Background: an optimization exercise with open tools, aiming at small area. Do not read the settings as production practice.
Only simulation tests tie the RTL to the original design; equivalence was not proved.
Power and IR drop assume default switching activity.

// tape_decoder
module tape_decoder (
    input  wire        clk,
    input  wire        rst,           
    input  wire        cfg_we,
    input  wire [1:0]  cfg_sel,       
    input  wire [31:0] cfg_data,
    input  wire        s_valid,
    input  wire [15:0] s_data,
    output wire        s_ready,
    input  wire        ev_ack,
    output reg  [1:0]  ev_pending,    
    output wire        fault,
    output wire [3:0]  fault_code,
    output reg  [3:0]  seq_len,
    output reg         byte_valid,
    output wire [7:0]  byte_data,
    output reg  [3:0]  byte_field,    
    output reg         blk_done,
    output wire [1:0]  blk_type,      
    output wire [7:0]  blk_len,
    output wire [63:0] name,          
    output wire [7:0]  ftype,
    output wire [7:0]  ascii,
    output wire [7:0]  gap,
    output wire [15:0] start_addr,
    output wire [15:0] load_addr
);
Size: about 1100 cells after synthesis, ~330 flip-flops, ~210 I/O pins.
Settings: LEC_CHECK=0, CAP_MARGIN=0, CORE_MARGIN=2, CORE_UTILIZATION=72, SLEW_MARGIN=0, SYNTH_HIERARCHICAL=1; clock period 10.0 ns.
standard.sh (not shown) runs the stock make flow with config.mk's settings and CLKGATE_MAP_FILE= SYNTH_SCRIPT=/design/flow/synth_recipe.tcl, a recipe that flattens the netlist after the stock synthesis.
==> flow/flow/run.sh <==
#!/bin/bash
set -euo pipefail
CTS="-sink_clustering_enable -sink_clustering_size 20 -sink_clustering_max_diameter 60 -buf_list sky130_fd_sc_hd__clkbuf_8 -dont_use_dummy_load -repair_clock_nets"
bash standard.sh "BUFFER_PORTS_ARGS=-buffer_cell sky130_fd_sc_hd__buf_1" "CTS_ARGS=$CTS" finish > standard_flow.log 2>&1
Change:
==> flow/flow/run.sh (replaced) <==
#!/bin/bash
set -euo pipefail
here=$(pwd)
CTS="-sink_clustering_enable -sink_clustering_size 20 -sink_clustering_max_diameter 60 -buf_list sky130_fd_sc_hd__clkbuf_8 -dont_use_dummy_load -repair_clock_nets"
bash standard.sh "POST_FLOORPLAN_TCL=$here/flow/downsize.tcl" "BUFFER_PORTS_ARGS=-buffer_cell sky130_fd_sc_hd__buf_1" "CTS_ARGS=$CTS" finish > standard_flow.log 2>&1
==> flow/flow/downsize.tcl (new file) <==
# Run after floorplanning (POST_FLOORPLAN_TCL): give every combinational cell
# the smallest-area cell of its family (same function, other drive strength).
# The later repair steps size up again where slew, capacitance or timing need it.
# Registers, tie cells and physical cells are left alone.
set n 0
foreach inst [get_cells *] {
  set ref [get_property $inst ref_name]
  if { ![regexp {^(sky130_fd_sc_hd__[a-z0-9]+)_[0-9]+$} $ref -> base] } { continue }
  if { [regexp {__(df|edf|sdf|dl|sdl|conb|tap|fill|decap|diode)} $ref] } { continue }
  set best $ref
  set best_area [get_property [get_lib_cells */$ref] area]
  foreach lc [get_lib_cells */${base}_*] {
    set name [get_property $lc name]
    if { ![regexp "^${base}_\[0-9\]+\$" $name] } { continue }
    if { [get_property $lc dont_use] } { continue }
    set a [get_property $lc area]
    if { $a < $best_area } { set best $name; set best_area $a }
  }
  if { $best ne $ref } {
    replace_cell $inst [get_lib_cells */$best]
    incr n
  }
}
puts "downsize: $n cells resized"
Result: Register-to-register slack is worse by 0.45 ns. Final cell count stays flat. Sequential share of layout area climbs by 0.26 points. Clock power climbs by 4.3%. Area after synthesis stays the same. Die area is unchanged. Setup slack is worse by 0.45 ns.
Change:
==> flow/flow/run.sh (replaced) <==
#!/bin/bash
set -euo pipefail
CTS="-sink_clustering_enable -sink_clustering_size 22 -sink_clustering_max_diameter 50 -buf_list sky130_fd_sc_hd__clkbuf_8 -dont_use_dummy_load -repair_clock_nets"
bash standard.sh "BUFFER_PORTS_ARGS=-buffer_cell sky130_fd_sc_hd__buf_1" "CTS_ARGS=$CTS" finish > standard_flow.log 2>&1
removed: flow/flow/downsize.tcl
Die area is unchanged.
Routed wire length increases slightly.
Power increases by a few percent.
Area after synthesis stays the same.
Via count decreases slightly.
Change:
==> flow/flow/run.sh (replaced) <==
#!/bin/bash
set -euo pipefail
CTS="-sink_clustering_enable -sink_clustering_size 20 -sink_clustering_max_diameter 60 -buf_list sky130_fd_sc_hd__clkbuf_8 -dont_use_dummy_load -repair_clock_nets"
bash standard.sh "BUFFER_PORTS_ARGS=-buffer_cell sky130_fd_sc_hd__buf_1" "CTS_ARGS=$CTS" finish > standard_flow.log 2>&1
- CAP_MARGIN: 0 -> 20
- SLEW_MARGIN: 0 -> 20
The new run completed without violations; worst setup slack improved by 0.35 ns; hold slack improved by 0.013 ns; critical path depth stays the same; cell area stays the same; global-route usage barely changes; core utilization stays the same; routed wire length hardly moves; die area does not change.

-- port drivers added, routing unchanged --
The results above use ideal ports. As a check the final layouts listed here were re-extracted and re-timed, cells and wires unchanged.
Step 1, drivers: a clkbuf_16 drives clk and a buf_2 each remaining input, both assumed.
Step 2 moves the port delays by t, midway between the first and last clock arrival at a register: inputs arrive t later, outputs are due t later. That takes back most of the time a late clock gives input paths.
a / b / c = ideal ports / drivers / drivers and shift; a / b = the first two.
run	t (ns)	setup slack, ns	worst data-port slew with drivers (ns)	cell pins on the clock port's net
the first run	0.566	2.026 / 2.026 / 2.026	0.08	1
the second run	0.572	1.573 / 1.573 / 1.573	0.08	1
the third run	0.593	2.041 / 2.041 / 2.041	0.08	1
the fourth run	0.572	2.392 / 2.392 / 2.392	0.08	1
After both steps setup and hold are still met in every run listed.
